What follows belongs to an exercise in optimizing a design on an open flow for small area, a short achievable clock period and few clock cycles; a production flow would make more cautious choices. No functional check of the RTL was part of any run shown here. Power is estimated from default activity; no workload was simulated.

==> flow/design.v <==
module toy_lic_tce (
    input  wire        clk,
    input  wire        rst,           
    input  wire        lic_ready,     
    input  wire        cmd_valid,
    output wire        cmd_ready,
    input  wire [31:0] cmd_word,
    input  wire [31:0] cmd_arg,
    output reg         done,
    output reg  [3:0]  status,
    output reg  [31:0] res,
    output reg         fault,
    output reg  [1:0]  cal_state,
    output wire        bus_req,
    output wire        bus_we,
    output wire [1:0]  bus_space,
    output wire [15:0] bus_addr,
    output wire [31:0] bus_wdata,
    input  wire        bus_ack,
    input  wire [31:0] bus_rdata
);
    localparam integer D  = 4;               
    localparam integer ND = (32 + D - 1) / D;
    localparam [1:0] SP_MMIO = 2'd0, SP_PORT = 2'd1, SP_LOG = 2'd2;
    localparam [3:0] ST_OK = 4'd0, ST_ILLEGAL = 4'd1, ST_NOT_READY = 4'd2,
                     ST_UNCAL = 4'd3, ST_SEQ = 4'd4, ST_CAL_FAILED = 4'd5,
                     ST_RANGE = 4'd6;
    localparam [1:0] UNCAL = 2'd0, CAL_OK = 2'd1, CAL_FAILED = 2'd2;
    localparam [4:0]
        S_IDLE  = 5'd0,
        S_C_LVT = 5'd1,  S_C_TDCR = 5'd2,  S_C_TICR = 5'd3,  S_C_RDSC = 5'd4,
        S_C_WRSC = 5'd5, S_C_MODE = 5'd6,  S_C_CNTLO = 5'd7, S_C_CNTHI = 5'd8,
        S_C_POLL = 5'd9, S_C_RDCUR = 5'd10, S_C_DIV = 5'd11, S_C_STOP = 5'd12,
        S_C_RDSC2 = 5'd13, S_C_WRSC2 = 5'd14, S_C_LOG = 5'd15,
        S_T_STOP = 5'd16, S_T_WSEL = 5'd17, S_T_SEL = 5'd18, S_T_LVT = 5'd19,
        S_T_WCNT = 5'd20, S_T_TICR = 5'd21, S_P_STOP = 5'd22;
    reg [4:0]  state;
    reg        rdy;
    reg        b_req, b_we;
    reg [1:0]  b_space;
    reg [9:0]  b_addr;
    reg        w_iv, w_cnt, w_c;     
    reg [7:0]  cw;                   
    reg        cw17;
    reg        zr;                   
    reg [31:0] iv;           
    reg        periodic;
    reg [25:0] tq;           
    reg [6:0]  tr;           
    reg [41:0] acc;          
    reg        ovf;          
    reg [6:0]  rem;
    reg [2:0]  dig;          
    reg        first;        
    reg        fin;          
    assign cmd_ready = rdy;
    assign bus_req   = b_req;
    assign bus_we    = b_we;
    assign bus_space = b_space;
    assign bus_addr  = {6'd0, b_addr};
    assign bus_wdata = ({32{w_iv}} & iv) |
                       ({32{w_cnt}} & {acc[34:4], acc[3] | zr}) |
                       ({32{w_c}} & {14'd0, cw17, 9'd0, cw});
    wire is_cal   = (cmd_word == 32'h9000_0000);
    wire is_start = (cmd_word[31:1] == 31'h5000_0000);    
    wire is_stop  = (cmd_word == 32'hB000_0000);
    wire legal    = is_cal | is_start | is_stop;
    reg [3:0] refuse_code;
    always @(*) begin
        if (!legal)                            refuse_code = ST_ILLEGAL;
        else if (!lic_ready)                   refuse_code = ST_NOT_READY;
        else if (is_cal && cal_state != UNCAL) refuse_code = ST_SEQ;
        else if (is_start && cal_state != CAL_OK) refuse_code = ST_UNCAL;
        else                                   refuse_code = ST_OK;
    end
    function [5:0] nbits;        
        input [31:0] v;
        integer n;
        begin
            nbits = 6'd0;
            for (n = 0; n < 32; n = n + 1)
                if (v[n]) nbits = n[5:0] + 6'd1;
        end
    endfunction
    reg [2:0] lead;
    integer li;
    always @(*) begin
        lead = 3'd0;
        for (li = 1; li < ND; li = li + 1)
            if (iv[D*li +: D] != {D{1'b0}}) lead = li[2:0];
    end
    wire [D-1:0] top = iv[D*lead +: D];
    wire [5:0] n_iv  = (top[3] ? 6'd4 : top[2] ? 6'd3 : top[1] ? 6'd2 : top[0] ? 6'd1 : 6'd0) +
                       {1'b0, lead, 2'b00};
    wire [5:0] n_res = nbits(res);
    wire [6:0] n_sum = {1'b0, n_iv} + {1'b0, n_res};
    wire       fit_sz = (n_sum <= 7'd41);      
    wire       big_sz = (n_sum >= 7'd51);      
    wire        run  = ((state == S_T_STOP) | (state == S_T_WSEL) | (state == S_T_SEL) |
                        (state == S_T_LVT) | (state == S_T_WCNT) | (state == S_C_DIV)) & ~fin;
    wire [2:0]  d    = first ? lead : dig;
    wire [D-1:0] a   = iv[D*d +: D];
    wire        last = (d == 3'd0);
    wire [D+7:0] x0 = {1'b0, rem, {D{1'b0}}} + tr * a;
    wire [D+7:0] xs [0:D+1];
    wire [D:0]   qd;
    assign xs[0] = x0;
    genvar g;
    generate
        for (g = 0; g <= D; g = g + 1) begin : rs
            wire [D+7:0] c = 125 << (D - g);
            assign qd[D - g]  = (xs[g] >= c);
            assign xs[g + 1]  = qd[D - g] ? xs[g] - c : xs[g];
        end
    endgenerate
    wire [42+D:0] acc_sum = {1'b0, acc, {D{1'b0}}} + tq * a + qd;
    wire [3:0] sel_q;            
    assign sel_q[3] = ovf;
    assign sel_q[2:0] = acc[41] ? 3'd7 : acc[40] ? 3'd6 : acc[39] ? 3'd5 :
                        acc[38] ? 3'd4 : acc[37] ? 3'd3 : acc[36] ? 3'd2 :
                        acc[35] ? 3'd1 : 3'd0;
    wire       fits  = (acc[41:35] == 7'd0);
    function [3:0] enc_of;
        input [2:0] k;
        begin
            case (k)
                3'd0: enc_of = 4'hB;
                3'd1: enc_of = 4'h0;
                3'd2: enc_of = 4'h1;
                3'd3: enc_of = 4'h2;
                3'd4: enc_of = 4'h3;
                3'd5: enc_of = 4'h8;
                3'd6: enc_of = 4'h9;
                default: enc_of = 4'hA;
            endcase
        end
    endfunction
    wire        cnt_ok = fin & fits;
    wire tzero = (res == 32'd0);
    task go;         
        input [4:0] s;
        input       we;
        input [1:0] sp;
        input [9:0] ad;
        begin
            state <= s; b_req <= 1'b1; b_we <= we; b_space <= sp; b_addr <= ad;
        end
    endtask
    task finish;
        input [3:0] st;
        begin
            state <= S_IDLE; b_req <= 1'b0; rdy <= 1'b1; done <= 1'b1; status <= st;
        end
    endtask
    task go_sel;     
        input       lg;
        input [2:0] k;
        begin
            if (lg) begin
                go(S_T_SEL, 1'b1, SP_LOG, 10'd2);
                w_iv <= 1'b1;
            end else begin
                go(S_T_SEL, 1'b1, SP_MMIO, 10'h3E0);
                w_c <= 1'b1;
                cw  <= {4'd0, enc_of(k)};
            end
        end
    endtask
    task go_cnt;     
        begin
            go(S_T_TICR, 1'b1, SP_MMIO, 10'h380);
            w_c   <= 1'b0;
            w_cnt <= 1'b1;
            zr    <= (acc[34:3] == 32'd0);
        end
    endtask
    always @(posedge clk) begin
        if (state == S_IDLE) begin
            iv       <= cmd_arg;
            periodic <= cmd_word[0];
            cw       <= 8'h31;
            cw17     <= 1'b0;
        end else if (bus_ack) begin
            case (state)
                S_C_TDCR:  iv <= 32'hFFFF_FFFF;
                S_C_RDSC:  iv <= {24'd0, (bus_rdata[7:0] & 8'hFD) | 8'h01};
                S_C_RDCUR: iv <= ~bus_rdata;
                S_C_RDSC2: iv <= {24'd0, bus_rdata[7:0] & 8'hFE};
                default: ;
            endcase
        end
        if (state == S_IDLE || state == S_C_RDCUR) begin
            acc <= 42'd0; ovf <= 1'b0; rem <= 7'd0; first <= 1'b1; fin <= 1'b0;
        end else if (run) begin
            acc <= acc_sum[41:0];
            ovf <= ovf | (acc_sum[42+D:42] != 0);
            rem <= xs[D+1][6:0];
            dig <= d - 3'd1;
            first <= 1'b0;
            fin <= last;
        end else if (fin && !fits && state != S_T_WSEL && state != S_T_STOP) begin
            acc <= acc >> 1;         
        end
        if (state == S_C_LVT) begin
            tq <= 26'd0; tr <= 7'd1;
        end else if (state == S_C_DIV && fin) begin
            tq <= acc[25:0]; tr <= rem;
        end
        if (rst) begin
            state     <= S_IDLE;
            rdy       <= 1'b1;
            done      <= 1'b0;
            status    <= ST_OK;
            res       <= 32'd0;
            fault     <= 1'b0;
            cal_state <= UNCAL;
            b_req     <= 1'b0;
        end else begin
            done <= 1'b0;
            case (state)
                S_IDLE: begin
                    if (cmd_valid) begin
                        if (refuse_code != ST_OK) begin
                            status <= refuse_code;
                            fault  <= 1'b1;
                            done   <= 1'b1;
                        end else begin
                            rdy <= 1'b0;
                            w_iv  <= 1'b0;
                            w_cnt <= 1'b0;
                            w_c   <= is_cal;
                            if (is_cal)
                                go(S_C_LVT, 1'b1, SP_MMIO, 10'h320);
                            else
                                go(is_start ? S_T_STOP : S_P_STOP, 1'b1, SP_MMIO, 10'h380);
                        end
                    end
                end
                S_C_LVT:  if (bus_ack) begin go(S_C_TDCR, 1'b1, SP_MMIO, 10'h3E0); cw <= 8'h0B; end
                S_C_TDCR: if (bus_ack) begin go(S_C_TICR, 1'b1, SP_MMIO, 10'h380); w_c <= 1'b0; w_iv <= 1'b1; end
                S_C_TICR: if (bus_ack) go(S_C_RDSC, 1'b0, SP_PORT, 10'h061);
                S_C_RDSC:  if (bus_ack) go(S_C_WRSC, 1'b1, SP_PORT, 10'h061);
                S_C_WRSC:  if (bus_ack) begin go(S_C_MODE, 1'b1, SP_PORT, 10'h043); w_iv <= 1'b0; w_c <= 1'b1; cw <= 8'hB0; end
                S_C_MODE:  if (bus_ack) begin go(S_C_CNTLO, 1'b1, SP_PORT, 10'h042); cw <= 8'h9C; end
                S_C_CNTLO: if (bus_ack) begin go(S_C_CNTHI, 1'b1, SP_PORT, 10'h042); cw <= 8'h2E; end
                S_C_CNTHI: if (bus_ack) go(S_C_POLL, 1'b0, SP_PORT, 10'h061);
                S_C_POLL:  if (bus_ack && bus_rdata[5]) go(S_C_RDCUR, 1'b0, SP_MMIO, 10'h390);
                S_C_RDCUR: if (bus_ack) begin
                    res   <= ~bus_rdata;
                    state <= S_C_DIV;
                    b_req <= 1'b0;
                end
                S_C_DIV: if (fin) begin go(S_C_STOP, 1'b1, SP_MMIO, 10'h380); w_c <= 1'b0; end
                S_C_STOP:  if (bus_ack) go(S_C_RDSC2, 1'b0, SP_PORT, 10'h061);
                S_C_RDSC2: if (bus_ack) begin go(S_C_WRSC2, 1'b1, SP_PORT, 10'h061); w_iv <= 1'b1; end
                S_C_WRSC2: if (bus_ack) begin
                    if (tzero) begin
                        cal_state <= CAL_FAILED;
                        go(S_C_LOG, 1'b1, SP_LOG, 10'd1);
                        w_iv <= 1'b0;
                    end else begin
                        cal_state <= CAL_OK;
                        finish(ST_OK);
                    end
                end
                S_C_LOG: if (bus_ack) finish(ST_CAL_FAILED);
                S_T_STOP: if (bus_ack) begin
                    if (fin)        go_sel(sel_q[3], sel_q[2:0]);
                    else if (fit_sz) go_sel(1'b0, 3'd0);
                    else if (big_sz) go_sel(1'b1, 3'd0);
                    else begin
                        state <= S_T_WSEL;
                        b_req <= 1'b0;
                    end
                end
                S_T_WSEL: if (fin) go_sel(sel_q[3], sel_q[2:0]);
                S_T_SEL: if (bus_ack) begin
                    if (b_space == SP_LOG) finish(ST_RANGE);
                    else begin
                        go(S_T_LVT, 1'b1, SP_MMIO, 10'h320);
                        cw <= 8'h30; cw17 <= periodic;
                    end
                end
                S_T_LVT: if (bus_ack) begin
                    if (cnt_ok) go_cnt;
                    else begin
                        state <= S_T_WCNT;
                        b_req <= 1'b0;
                    end
                end
                S_T_WCNT: if (cnt_ok) go_cnt;
                S_T_TICR: if (bus_ack) finish(ST_OK);
                S_P_STOP: if (bus_ack) finish(ST_OK);
                default: begin state <= S_IDLE; rdy <= 1'b1; b_req <= 1'b0; end
            endcase
        end
    end
endmodule
==> flow/run.sh <==
#!/bin/bash
# synth_recipe.tcl (not shown) runs the flow's synth.tcl, then flattens the netlist and writes it again
# the make line also repeats each setting of config.mk as NAME=value (left out here)
make -C /OpenROAD-flow-scripts/flow DESIGN_CONFIG=/design/flow/config.mk WORK_HOME=/design/flow/orfs CLKGATE_MAP_FILE= SYNTH_SCRIPT=/design/flow/synth_recipe.tcl finish
==> flow/config.mk <==
export PLATFORM = sky130hd
export DESIGN_NAME = toy_lic_tce
export DESIGN_NICKNAME = toy_lic_tce
export VERILOG_FILES = /design/flow/design.v
export SDC_FILE = /design/flow/constraint.sdc
export NUM_CORES = 4
export LEC_CHECK = 0
export CAP_MARGIN = 20
export CORE_MARGIN = 2
export CORE_UTILIZATION = 40
export SLEW_MARGIN = 20
==> flow/constraint.sdc <==
create_clock -name core_clock -period 60.0 [get_ports {clk}]
set_input_delay 12.0000 -clock core_clock [delete_from_list [all_inputs] [get_ports {clk}]]
set_output_delay 12.0000 -clock core_clock [all_outputs]
set_load 0.01 [all_outputs]
==> results of run 1 <==
worst max-delay path by stage:
stage | from | to | slack [ns] | cells past startpoint
final | iv[24] | ovf | 42.84 | 61
after floorplan | bus_ack | iv[0] | 44.86 | 8
after CTS | iv[24] | ovf | 42.88 | 61
after global routing | iv[24] | acc[36] | 41.21 | 61
after detailed placement | iv[16] | acc[36] | 42.92 | 61
after global placement | iv[8] | ovf | 43.37 | 62
kinds of logic after synthesis:
| family | synth area share |
|---|---|
| AND/OR/NAND/NOR | 0.2270 |
| XOR/XNOR | 0.02834 |
| multiplexers | 0.01644 |
| flip-flops | 0.2438 |
| other | 0.0002124 |
| AO/OA/AOI/OAI | 0.2416 |
| adder cells (fa/ha/maj) | 0.1784 |
| buffers and inverters | 0.06420 |
metrics by stage:
stage	cells	power [mW]	hold slack, ns	utilization
after global placement	2934	0.7177	0.4449	0.4602
after detailed placement	2935	0.7196	0.4525	0.4605
after floorplan	2273	0.5330	0.4274	-
after global routing	2968	0.8999	0.4789	0.4750
final	2968	0.8460	0.4558	0.4750
after CTS	2967	0.8413	0.4630	0.4747
final cells by class:
type | instances | area [um2]
Tap cell | 585 | 732.0
Clock inverter | 13 | 138.9
Fill cell | 4316 | 22760
Timing Repair Buffer | 210 | 2047
Clock buffer | 19 | 475.5
Inverter | 160 | 600.6
Multi-Input combinational cell | 1791 | 12300
Sequential cell | 190 | 4304
state kept, by name, indices dropped and copies added (netlist names), 2 cells and up:
register	count
acc	42
iv	32
res	32
tq	26
cw	8
b_addr	7
rem	7
tr	7
state	5
dig	3
status	3
b_space	2
cal_state	2
cells in the final DEF, fill, tap and decap left out, drive strengths merged, types with 32 or more instances in the layout:
master	synthesis	layout
a211oi	61	61
a21oi	228	228
and2	60	60
clkdlybuf4s50	0	183
dfxtp	140	140
edfxtp	50	50
fa	95	95
ha	98	98
inv	156	162
nand2	310	310
nand3	52	52
nor2	211	211
nor3	61	61
nor4	32	32
o21ai	136	136
xnor2	42	42
worst register-to-register path, delay by kind of cell, from the launching register on:
family	cells	cell delay, ns
AO/OA/AOI/OAI	31	8.49
adder cells (fa/ha/maj)	10	3.24
AND/OR/NAND/NOR	11	3.11
buffers and inverters	6	0.86
flip-flops	1	0.49
XOR/XNOR	2	0.44
multiplexers	1	0.38
metal layers:
| layer | vias to the layer above | wire [um] | GRT usage |
|---|---|---|---|
| met3 | 89 | 4693 | 0.04950 |
| met1 | 8500 | 26940 | 0.3609 |
| li1 | 8238 | - | - |
| met4 | 2 | 1481 | 0.08241 |
| met5 | - | 7 | 0 |
| met2 | 761 | 29980 | 0.4557 |
power groups by stage:
stage               Sequential (mW)  Clock, mW  Combinational (mW)
floorplan                     0.192          0               0.341
global placement              0.214          0               0.504
detailed placement            0.214          0               0.505
CTS                           0.212      0.122               0.507
global route                  0.216      0.127               0.557
finish                        0.213      0.120               0.513
==> summary.txt, run 1 <==
Status
  – Status: finished clean

Synth
  – Post-synthesis sequential area ratio: 0.2438
  – Async SR Flop Fraction: 0
  – Top-count cell post-synth: nand2_1
  – Yosys reg bits: 190
  – Syn Std Cell Area: 17660 um2
  – Post-synthesis cell count: 2265
  – Post-synth EDFFs: 50
  – Synth Flop Type: dfxtp_1
  – Post-synth top area share: 0.1587
  – Synthesis Warnings: 1
  – Mapped Avg Cell Area: 7.796 um2
  – Area leader, netlist: dfxtp_1
  – Distinct cell type count after synthesis: 102
  – Dominant cells by area after synthesis: dfxtp_1 16%, fa_1 11%, edfxtp_1 8.5%
  – Synth cell count leaders: 310 x nand2_1, 226 x a21oi_1, 211 x nor2_1

Clock tree
  – Clock Tree Buf Depth: 2
  – Post-CTS setup buffer count: 0
  – Hold_buf cts: 0
  – H-tree lvl count: 4
  – Cts repair resizes: 0
  – Clk latency of the worst-skew pair: 0.47 ns
  – CTS sink count: 190
  – Clk slew on worst S/H paths: 0.09 ns
  – CTS Root Cell: clkbuf_16
  – CTS tree: done
  – TritonCTS Buffers: 17

Place
  – Hpwl dp: 48110 um
  – Placed instance area: 19970 um2
  – Pre-CTS setup slack: 42.92 ns
  – GPL Wtd Cong: 0.9791
  – PortBufs: 184

STA
  – Final Max Tran Viols: 0
  – Final setup fails: 0
  – Slew headroom: 0.2977
  – Final period util: 0.2859
  – Fmax: 0.05829 GHz
  – Setup TNS Final: 0 ns
  – Clock Skews: 0.01687 ns
  – Final hold vios: 0
  – RSZ-0062 raised after global routing: no
  – Worst-margin pin slew: 1.051 ns
  – Post-layout minimum cycle time: 17.16 ns
  – Final setup margin: 42.84 ns

Setup path
  – Minimum setup slack among reg-to-reg paths: 42.84 ns
  – CP most frequent cell: o21ai_0
  – Reg-to-reg critical path endpoint: ovf
  – CP max stage delay: 0.70 ns
  – WS Path Type: flip-flop to flip-flop
  – Crit path max fanout: 22
  – Worst Path Arrival: 17.50 ns
  – CP bufs+invs: 6
  – Worst Reg-to-Reg Cells: 61
  – Slowest-stage cell, CP: a2111oi_0
  – CP delay by family, top: compound AO/OA/AOI/OAI gates
  – Setup crit end kind: flip-flop
  – Worst R2R Start: iv[24]
  – WP data required: 60.34 ns
  – Critical Path Source Type: flip-flop

Final layout
  – Layout cells sized above 1: 0.04952
  – Antenna diode count: 0
  – Area delta synth->final: 16.66%
  – Layout Nets: 2664
  – Final Instance Area: 20600 um2

Floorplan
  – Std cell rows: 76
  – I/O pins: 194
  – Starting Density: 0.4072
  – Die area: 45840 um2
  – Die height: 214.1 um
  – Die width: 214.1 um
  – Core area: 43360 um2

Job
  – # Max-Cap Violations: 0

Route
  – Detail Route Antenna Nets: 0
  – DR iter-0 viols: 1701
  – Vias: 17.59k
  – Number of remaining DRC errors: 0
  – Wire per inst: 21.26 um
  – Final WL: 63110 um
  – Vias/cell: 5.927
  – DR pass1 iterations: 6

Pwr
  – Leak: 8.293 nW
  – Switching power: 0.4386 mW
  – Pint: 0.4074 mW
  – Sw frac: 0.5184
  – Power Density: 41.07 nW/um2
  – Register share of total power: 0.252
  – Peak VDD IR: 27.80 uV
  – Clk network pwr share: 0.142
  – Logic pwr share: 0.606

Hold path
  – Hold_sp: status[1]
  – Hold path depth: 2
  – Hold/Removal Path Class: flip-flop to flip-flop
  – WHS Endpoint: status[1]

GRT
  – Vias in the first global route: 17.07k
  – GR Util All Layers: 0.2735
  – Initial antenna violation count: 1
  – GRT Residual Overflow: 0
  – Pin count of the biggest net entering global routing: 65
  – First-pass GRT wire length: 99640 um
==> inputs of run 2 (changes only) <==
--- a/flow/design.v
+++ b/flow/design.v
@@ -87,18 +87,18 @@
     always @(*) begin
         lead = 3'd0;
         for (li = 1; li < ND; li = li + 1)
-            if (iv[D*li +: D] != {D{1'b0}}) lead = li[2:0];
+            if (cmd_arg[D*li +: D] != {D{1'b0}}) lead = li[2:0];
     end
-    wire [D-1:0] top = iv[D*lead +: D];
-    wire [5:0] n_iv  = (top[3] ? 6'd4 : top[2] ? 6'd3 : top[1] ? 6'd2 : top[0] ? 6'd1 : 6'd0) +
-                       {1'b0, lead, 2'b00};
+    wire [5:0] n_iv  = (a[3] ? 6'd4 : a[2] ? 6'd3 : a[1] ? 6'd2 : a[0] ? 6'd1 : 6'd0) +
+                       {1'b0, dig, 2'b00};
     wire [5:0] n_res = nbits(res);
     wire [6:0] n_sum = {1'b0, n_iv} + {1'b0, n_res};
-    wire       fit_sz = (n_sum <= 7'd41);      
-    wire       big_sz = (n_sum >= 7'd51);      
+    reg        fit_r, big_r;
+    wire       fit_sz = first ? (n_sum <= 7'd41) : fit_r;     
+    wire       big_sz = first ? (n_sum >= 7'd51) : big_r;     
     wire        run  = ((state == S_T_STOP) | (state == S_T_WSEL) | (state == S_T_SEL) |
                         (state == S_T_LVT) | (state == S_T_WCNT) | (state == S_C_DIV)) & ~fin;
-    wire [2:0]  d    = first ? lead : dig;
+    wire [2:0]  d    = dig;
     wire [D-1:0] a   = iv[D*d +: D];
     wire        last = (d == 3'd0);
     wire [D+7:0] x0 = {1'b0, rem, {D{1'b0}}} + tr * a;
@@ -191,6 +191,7 @@
         end
         if (state == S_IDLE || state == S_C_RDCUR) begin
             acc <= 42'd0; ovf <= 1'b0; rem <= 7'd0; first <= 1'b1; fin <= 1'b0;
+            dig <= (state == S_IDLE) ? lead : 3'd7;
         end else if (run) begin
             acc <= acc_sum[41:0];
             ovf <= ovf | (acc_sum[42+D:42] != 0);
@@ -198,6 +199,10 @@
             dig <= d - 3'd1;
             first <= 1'b0;
             fin <= last;
+            if (first) begin
+                fit_r <= (n_sum <= 7'd41);
+                big_r <= (n_sum >= 7'd51);
+            end
         end else if (fin && !fits && state != S_T_WSEL && state != S_T_STOP) begin
             acc <= acc >> 1;         
         end
==> summary.txt, run 2 <==
Floorplan
  – I/O pins: 194 (unchanged)
  – Die width: 213.7 um (-0.19%)
  – Die height: 213.7 um (-0.19%)
  – Die area: 45670 um2 (-0.37%)
  – Starting Density: 0.4065 (-0.0006666)
  – Std cell rows: 76 (unchanged)
  – Core area: 43270 um2 (-0.22%)

Setup path
  – Slowest-stage cell, CP: a311oi_2
  – Crit-path cells: clkdlybuf4s50_1, or4_1, nor4_1, nand4_1, nor3_1, buf_4, a211oi_1, nor2_1, nor2_1, a31oi_1, o31ai_1, buf_4, o21ai_0, a211o_1, or3_1, a311oi_2
  – Setup crit end kind: flip-flop
  – Critical Path Source Type: input pin
  – CP delay by family, top: compound AO/OA/AOI/OAI gates
  – CP bufs+invs: 3 (-3)
  – Minimum setup slack among reg-to-reg paths: 44.77 ns (+1.93 ns)
  – WS Path Type: input pin to flip-flop
  – Crit path max fanout: 11 (-50%)
  – Worst R2R Start: dig[0]
  – Reg-to-reg critical path endpoint: ovf
  – WP data required: 60.11 ns (-0.23 ns)
  – Worst Path Arrival: 15.52 ns (-1.98 ns)
  – Worst Reg-to-Reg Cells: 53 (-13%)
  – CP max stage delay: 0.54 ns (-0.16 ns)

Final layout
  – Max FFs per register: 42 (unchanged)
  – Commonest non-fill, non-tap cell in the layout: nand2_1
  – Top Registers: acc x42, iv x32, res x32
  – Area delta synth->final: 15.88%
  – Final Instance Area: 20380 um2 (-1.0%)
  – Final Non-Filler Cells: 2911 (-1.9%)
  – Largest Register: acc
  – Most frequent cells in the layout: 322 x nand2_1, 203 x a21oi_1, 183 x clkdlybuf4s50_1
  – Fillers: 4317 (+0.023%)
  – Layout Nets: 2607 (-2.1%)
  – Antenna diode count: 0 (unchanged)
  – Layout cells sized above 1: 0.04815 (-0.001366)

Route
  – DR pass1 iterations: 5 (-1)
  – DR iter-0 viols: 1677 (-1.4%)
  – Met3 wire length: 3928 um (-16%)
  – Wire per inst: 19.35 um (-9.0%)
  – Top routing layer used: met4
  – Detail Route Antenna Nets: 0 (unchanged)
  – Number of remaining DRC errors: 0 (unchanged)
  – Vias: 17.12k (-2.7%)
  – Routed metal-1 wirelength: 25290 um (-6.1%)
  – Metal2 WL: 25700 um (-14%)
  – Final WL: 56320 um (-11%)
  – Vias/cell: 5.882 (-0.75%)

Place
  – Placed instance area: 19770 um2 (-0.99%)
  – PortBufs: 184 (unchanged)
  – Hpwl dp: 42070 um (-13%)
  – Dpl cells: 2877 (-2.0%)
  – Pre-CTS setup slack: 43.78 ns (+0.8593 ns)
  – GPL Wtd Cong: 0.9350 (-4.5%)

STA
  – Slew headroom: 0.3057 (+0.008050)
  – Final Max Tran Viols: 0 (unchanged)
  – Final setup margin: 44.59 ns (+1.750 ns)
  – Fmax: 0.06491 GHz (+11%)
  – Worst-margin pin slew: 1.041 ns (-0.009835 ns)
  – Post-layout minimum cycle time: 15.41 ns (-1.750 ns)
  – Worst hold margin: 0.4523 ns (-0.003488 ns)
  – Final setup fails: 0 (unchanged)
  – RSZ-0062 raised after global routing: no
  – Final hold vios: 0 (unchanged)
  – Setup TNS Final: 0 ns (unchanged)
  – Clock Skews: 0.02140 ns (+0.004528 ns)
  – Final period util: 0.2568 (-0.02917)

Clock tree
  – H-tree lvl count: 4 (unchanged)
  – Cts repair resizes: 0 (unchanged)
  – CTS sink count: 192 (+1.1%)
  – CTS Root Cell: clkbuf_16
  – Hold_buf cts: 0 (unchanged)
  – Clk latency of the worst-skew pair: 0.47 ns (about the same)
  – Clock Tree Buf Depth: 2 (unchanged)
  – CTS tree: done
  – Post-CTS setup buffer count: 0 (unchanged)
  – TritonCTS Buffers: 17 (unchanged)
  – Clk slew on worst S/H paths: 0.08 ns (about the same)

Hold path
  – Hold path depth: 2 (unchanged)
  – Hold_sp: rem[1]
  – Hold/Removal Path Class: flip-flop to flip-flop
  – WHS Endpoint: tr[1]

GRT
  – First-pass GRT wire length: 89930 um (-9.7%)
  – GRT Residual Overflow: 0 (unchanged)
  – Pin count of the biggest net entering global routing: 65 (unchanged)
  – GR Util All Layers: 0.2493 (-0.02419)
  – Initial antenna violation count: 0 (-1)
  – Vias in the first global route: 16.44k (-3.7%)

Synth
  – Dominant cells by area after synthesis: dfxtp_1 16%, fa_1 11%, edfxtp_1 8.9%
  – Async SR Flop Fraction: 0 (unchanged)
  – Post-synthesis sequential area ratio: 0.2481 (+0.004351)
  – Synth Flop Type: dfxtp_1
  – Syn Std Cell Area: 17590 um2 (-0.38%)
  – Yosys reg bits: 192 (+1.1%)
  – Post-synthesis cell count: 2225 (-1.8%)
  – Mapped Avg Cell Area: 7.905 um2 (+1.4%)
  – Top-count cell post-synth: nand2_1
  – Area leader, netlist: dfxtp_1
  – Synth cell count leaders: 322 x nand2_1, 203 x a21oi_1, 186 x nor2_1
  – Post-synth top area share: 0.1593 (+0.0006097)
  – Post-synth EDFFs: 52 (+4.0%)
  – Synthesis Warnings: 1 (unchanged)
  – Distinct cell type count after synthesis: 93 (-8.8%)

Pwr
  – Leak: 8.260 nW (-0.40%)
  – Peak VDD IR: 31.53 uV (+13%)
  – Power Density: 40.23 nW/um2 (-2.0%)

Status
  – Status: finished clean

Job
  – # Max-Cap Violations: 0 (unchanged)
run 2: changes by cell type after synthesis, sizes merged, moves of 7 or more:
cell / change
nor2: -25
o21ai: -25
a21oi: -24
a211oi: +15
xnor2: -14
inv: -13
nand2: +12
xor2: +10
buf: +9
clkbuf: +9
nor3: -9
nand3: -7
run 2: kinds of logic after synthesis:
group | count (synthesis) | share of synthesized area
other cells | 1 | 0.0002132
mux | 28 | 0.02219
fa+ha+maj | 194 | 0.1784
flops | 192 | 0.2481
buf+inv | 294 | 0.06644
xor+xnor | 51 | 0.02539
simple gates | 813 | 0.2125
compound gates | 652 | 0.2468
run 2: where the power goes:
part,internal [mW],switching (mW),leakage [nW]
clock,0.0554,0.0605,0.281
combinational,0.173,0.323,6.36
sequential,0.174,0.0343,1.62
run 2: layer usage:
| metal | global-route usage | vias up |
|---|---|---|
| li1 | - | 8114 |
| met1 | 0.3415 | 8297 |
| met4 | 0.07950 | 0 |
| met5 | 0 | - |
| met2 | 0.3957 | 617 |
| met3 | 0.04921 | 95 |
run 2: metrics by stage:
stage	utilization	power [mW]
finish	0.4711	0.8200
global route	0.4711	0.8786
CTS	0.4702	0.8177
detailed placement	0.4570	0.7009
global placement	0.4570	0.6962
floorplan	-	0.5343
run 2: worst max-delay path by stage:
stage / cells after the start / endpoint / from
6_report: 16 / b_addr[4] / cmd_word[9]
5_1_grt: 53 / ovf / dig[0]
4_1_cts: 16 / b_addr[0] / cmd_word[9]
3_5_place_dp: 16 / b_addr[0] / cmd_word[9]
3_3_place_gp: 17 / b_addr[5] / cmd_word[8]
2_1_floorplan: 8 / b_addr[0] / cmd_word[7]
run 2: final cells by class:
class,count,area [um2],share of cell area
multi-input combinational,1747,12120,0.5945
sequential,192,4365,0.2142
timing repair buffer,211,2054,0.1008
tap,585,732.0,0.03591
inverter,144,540.5,0.02652
clock buffer,18,429.2,0.02105
clock inverter,14,143.9,0.007059
run 2: worst min-delay path, stage by stage, from the launching register on:
cell,delay [ns]
dfxtp_1,0.31
nand2_1,0.05
a21oi_1,0.05
==> inputs of run 3 (changes only) <==
--- a/flow/design.v
+++ b/flow/design.v
@@ -102,17 +102,14 @@
     wire [D-1:0] a   = iv[D*d +: D];
     wire        last = (d == 3'd0);
     wire [D+7:0] x0 = {1'b0, rem, {D{1'b0}}} + tr * a;
-    wire [D+7:0] xs [0:D+1];
-    wire [D:0]   qd;
-    assign xs[0] = x0;
-    genvar g;
-    generate
-        for (g = 0; g <= D; g = g + 1) begin : rs
-            wire [D+7:0] c = 125 << (D - g);
-            assign qd[D - g]  = (xs[g] >= c);
-            assign xs[g + 1]  = qd[D - g] ? xs[g] - c : xs[g];
-        end
-    endgenerate
+    reg  [D:0]   qd;
+    integer qi;
+    always @(*) begin
+        qd = 0;
+        for (qi = 1; qi < 2 << D; qi = qi + 1)
+            if (x0 >= 125 * qi) qd = qi[D:0];
+    end
+    wire [6:0]   rem_n = x0[6:0] + {qd, 1'b0} + qd;
     wire [42+D:0] acc_sum = {1'b0, acc, {D{1'b0}}} + tq * a + qd;
     wire [3:0] sel_q;            
     assign sel_q[3] = ovf;
@@ -195,7 +192,7 @@
         end else if (run) begin
             acc <= acc_sum[41:0];
             ovf <= ovf | (acc_sum[42+D:42] != 0);
-            rem <= xs[D+1][6:0];
+            rem <= rem_n;
             dig <= d - 3'd1;
             first <= 1'b0;
             fin <= last;
==> flow/flow/run.sh (new file) <==
#!/bin/bash
# Own layout flow: the standard ORFS flow (standard.sh), with the ports
# buffered by buf_2 cells instead of the default delay buffers, and the
# timing repair after CTS and global routing aimed at a setup slack margin
# (the clock period and constraints are the design's; only the repair
# effort changes). Each tool's full output goes to a log in this folder.
set -euo pipefail
MARGIN=${MARGIN:-44}
bash standard.sh "SETUP_SLACK_MARGIN=$MARGIN" \
    "BUFFER_PORTS_ARGS=-buffer_cell sky130_fd_sc_hd__buf_2" finish > standard_finish.log 2>&1
==> flow/standard.sh (new file) <==
#!/bin/bash
# synth_recipe.tcl (not shown) runs the flow's synth.tcl, then flattens the netlist and writes it again
# the make line also repeats each setting of config.mk as NAME=value (left out here)
make -C /OpenROAD-flow-scripts/flow DESIGN_CONFIG=/design/flow/config.mk WORK_HOME=/design/flow/orfs CLKGATE_MAP_FILE= SYNTH_SCRIPT=/design/flow/synth_recipe.tcl "${@:-finish}"
removed: flow/run.sh
==> summary.txt, run 3 <==
Clock tree
  – CTS Root Cell: clkbuf_16
  – CTS tree: done
  – Clk latency of the worst-skew pair: 0.46 ns (about the same)
  – Clk slew on worst S/H paths: 0.08 ns (about the same)
  – H-tree lvl count: 4 (unchanged)
  – Cts repair resizes: 0 (unchanged)
  – CTS sink count: 192 (unchanged)
  – Clock Tree Buf Depth: 2 (unchanged)
  – Hold_buf cts: 0 (unchanged)
  – TritonCTS Buffers: 17 (unchanged)
  – Post-CTS setup buffer count: 0 (unchanged)

Setup path
  – Worst R2R Start: dig[0]
  – Worst Path Arrival: 15.20 ns (-0.32 ns)
  – WP data required: 60.29 ns (+0.18 ns)
  – Critical Path Source Type: input pin
  – Minimum setup slack among reg-to-reg paths: 48.66 ns (+3.89 ns)
  – Crit-path cells: buf_2, nor4b_1, nand4_1, a2111oi_0, a41oi_1, nor4b_2, nand3b_1, a2111oi_2, a311oi_1
  – Setup crit end kind: flip-flop
  – CP max stage delay: 0.90 ns (+0.36 ns)
  – Crit path max fanout: 11 (unchanged)
  – Reg-to-reg critical path endpoint: acc[34]
  – WS Path Type: input pin to flip-flop
  – Slowest-stage cell, CP: nor4b_2
  – Worst Reg-to-Reg Cells: 31 (-42%)

Synth
  – Dominant cells by area after synthesis: dfxtp_1 16%, fa_1 11%, edfxtp_1 9.0%
  – Synth Flop Type: dfxtp_1
  – Post-synthesis cell count: 2176 (-2.2%)
  – Post-synth top area share: 0.1607 (+0.001383)
  – Synthesis Warnings: 1 (unchanged)
  – Syn Std Cell Area: 17440 um2 (-0.86%)
  – Distinct cell type count after synthesis: 91 (-2.2%)
  – Top-count cell post-synth: nand2_1
  – Mapped Avg Cell Area: 8.014 um2 (+1.4%)
  – Area leader, netlist: dfxtp_1
  – Yosys reg bits: 192 (unchanged)
  – Post-synthesis sequential area ratio: 0.2503 (+0.002154)
  – Async SR Flop Fraction: 0 (unchanged)
  – Synth cell count leaders: 303 x nand2_1, 189 x nor2_1, 187 x a21oi_1
  – Post-synth EDFFs: 52 (unchanged)

STA
  – Final hold vios: 0 (unchanged)
  – RSZ-0062 raised after global routing: no
  – Slew headroom: 0.2542 (-0.05149)
  – Final period util: 0.2485 (-0.008260)
  – Clock Skews: 0.01762 ns (-0.003781 ns)
  – Fmax: 0.06707 GHz (+3.3%)
  – Post-layout minimum cycle time: 14.91 ns (-0.4956 ns)
  – Final Max Tran Viols: 0 (unchanged)
  – Setup TNS Final: 0 ns (unchanged)
  – Final setup fails: 0 (unchanged)
  – Worst-margin pin slew: 1.116 ns (+0.07411 ns)

Route
  – Vias/cell: 5.852 (-0.51%)
  – Vias: 16.78k (-2.0%)
  – Final WL: 56740 um (+0.74%)
  – Detail Route Antenna Nets: 0 (unchanged)
  – Number of remaining DRC errors: 0 (unchanged)
  – Wire per inst: 19.79 um (+2.3%)
  – DR iter-0 viols: 1515 (-9.7%)
  – DR pass1 iterations: 8 (+3)

GRT
  – GRT Residual Overflow: 0 (unchanged)
  – GR Util All Layers: 0.2538 (+0.004505)
  – Vias in the first global route: 16.32k (-0.74%)
  – Pin count of the biggest net entering global routing: 65 (unchanged)
  – Initial antenna violation count: 2 (+2)
  – First-pass GRT wire length: 90450 um (+0.57%)

Final layout
  – Layout cells sized above 1: 0.1280 (+0.07981)
  – Antenna diode count: 0 (unchanged)
  – Fillers: 4308 (-0.21%)
  – Commonest non-fill, non-tap cell in the layout: nand2_1
  – Layout Nets: 2572 (-1.3%)
  – Final Instance Area: 19340 um2 (-5.1%)
  – Most frequent cells in the layout: 302 x nand2_1, 187 x a21oi_1, 185 x nor2_1
  – Max FFs per register: 42 (unchanged)
  – Largest Register: acc
  – Top Registers: acc x42, iv x32, res x32
  – Area delta synth->final: 10.89%

Status
  – Status: finished clean

Pwr
  – Power Density: 41.04 nW/um2 (+2.0%)
  – Peak VDD IR: 36.68 uV (+16%)
  – Leak: 8.375 nW (+1.4%)

Hold path
  – WHS Endpoint: cw[6]
  – Hold/Removal Path Class: flip-flop to flip-flop
  – Hold_sp: cw[6]
  – Hold path depth: 2 (unchanged)

Place
  – Hpwl dp: 42590 um (+1.2%)
  – PortBufs: 184 (unchanged)
  – GPL Wtd Cong: 0.9248 (-1.1%)
  – Placed instance area: 18710 um2 (-5.4%)

Floorplan
  – Core area: 43080 um2 (-0.44%)
  – Starting Density: 0.4048 (-0.001720)
  – I/O pins: 194 (unchanged)
  – Die area: 45280 um2 (-0.85%)
  – Die width: 212.8 um (-0.42%)
  – Die height: 212.8 um (-0.42%)
  – Std cell rows: 76 (unchanged)

Job
  – # Max-Cap Violations: 0 (unchanged)
[run 3: cell types whose count changed after synthesis, sizes merged, moves of 9 or more]
cell	delta
and2	-37
nor2b	+34
o21a	+32
clkbuf	-20
a211oi	-19
nand2	-19
buf	+18
a21oi	-16
nor3	-13
nand3	-12
o21ai	+11
and3	-9
nand2b	+9
[run 3: worst max path at each step]
stage               depth (start not counted)  slack (ns)  endpoint          from
detailed placement                          9       44.65  state[1]  cmd_word[23]
global route                                9       44.78  state[1]  cmd_word[23]
CTS                                         9       45.13  state[1]  cmd_word[23]
finish                                      9       45.09  state[1]  cmd_word[23]
floorplan                                   6       45.46     iv[0]       bus_ack
global placement                            9       44.73  state[1]  cmd_word[23]
[run 3: critical path: cells and delay by family]
family / cells / cell delay [ns]
AND/OR/NAND/NOR: 4 / 1.62
buffers and inverters: 1 / 0.11
AO/OA/AOI/OAI: 4 / 1.45
[run 3: area by class of cell]
class | instances | area [um2] | share of cell area
multi-input combinational | 1697 | 11940 | 0.6175
sequential | 192 | 4364 | 0.2257
timing repair buffer | 214 | 1161 | 0.06005
tap | 585 | 732.0 | 0.03785
inverter | 147 | 551.8 | 0.02853
clock buffer | 17 | 425.4 | 0.02200
clock inverter | 15 | 162.7 | 0.008412
[run 3: power by group]
| group | switching [mW] | internal (mW) | leakage, nW |
|---|---|---|---|
| Sequential | 0.0354 | 0.172 | 1.60 |
| Clock | 0.0620 | 0.0561 | 0.282 |
| Combinational | 0.306 | 0.163 | 6.49 |
[run 3: routing by layer]
metal | track usage | part of all wire | vias up
met5 | 0 | 0.00048 | -
met4 | 0.08705 | 0.029 | 4
met3 | 0.04559 | 0.080 | 123
met2 | 0.4042 | 0.45 | 733
met1 | 0.3467 | 0.44 | 8008
li1 | - | - | 7910
[run 3: stage by stage]
stage / cells / utilization / total power, mW / setup WS (ns) / hold WS, ns
finish: 2867 / 0.4489 / 0.7936 / 45.09 / 0.4444
floorplan: 2184 / - / 0.5130 / 45.46 / 0.4090
global placement: 2832 / 0.4344 / 0.6660 / 44.73 / 0.4240
global route: 2867 / 0.4489 / 0.8499 / 44.78 / 0.4721
CTS: 2864 / 0.4480 / 0.7879 / 45.13 / 0.4415
detailed placement: 2832 / 0.4344 / 0.6696 / 44.65 / 0.4306
[run 3: kinds of logic after synthesis]
family                     Yosys count  share of synthesized area
and+or+nand+nor                    762                     0.2016
AOI/OAI and AO/OA                  650                     0.2456
buffers and inverters              295                    0.06917
adders and majority gates          203                     0.1886
DFF                                192                     0.2503
xor gates and xnor gates            44                    0.02210
muxes                               29                    0.02246
other                                1                  0.0002150

[what the ideal ports hide]
How much do the figures lean on ideal ports? The routed layouts below were timed once more, with nothing changed but the port constraints. Step 1, drivers: a clkbuf_16 drives clk and a buf_2 each remaining input, both assumed. Step 2 also shifts input and output timing later by t, the mid clock arrival at the registers, as if the neighbouring blocks saw the same clock. Three values: no drivers, after step 1, after step 2; two values: the first two.
| run | t, ns | slack for setup (ns) | worst data-port slew with drivers (ns) |
|---|---|---|---|
| run 1 | 0.516 | 42.844 / 42.844 / 42.844 | 0.05 |
| run 2 | 0.521 | 44.594 / 44.626 / 44.105 | 0.06 |
| run 3 | 0.513 | 45.090 / 45.125 / 44.612 | 0.07 |
After both steps setup and hold are still met in every run listed. For run 2, which loses most, drivers alone change the setup slack by +0.032 ns; drivers and shift together by -0.489 ns.
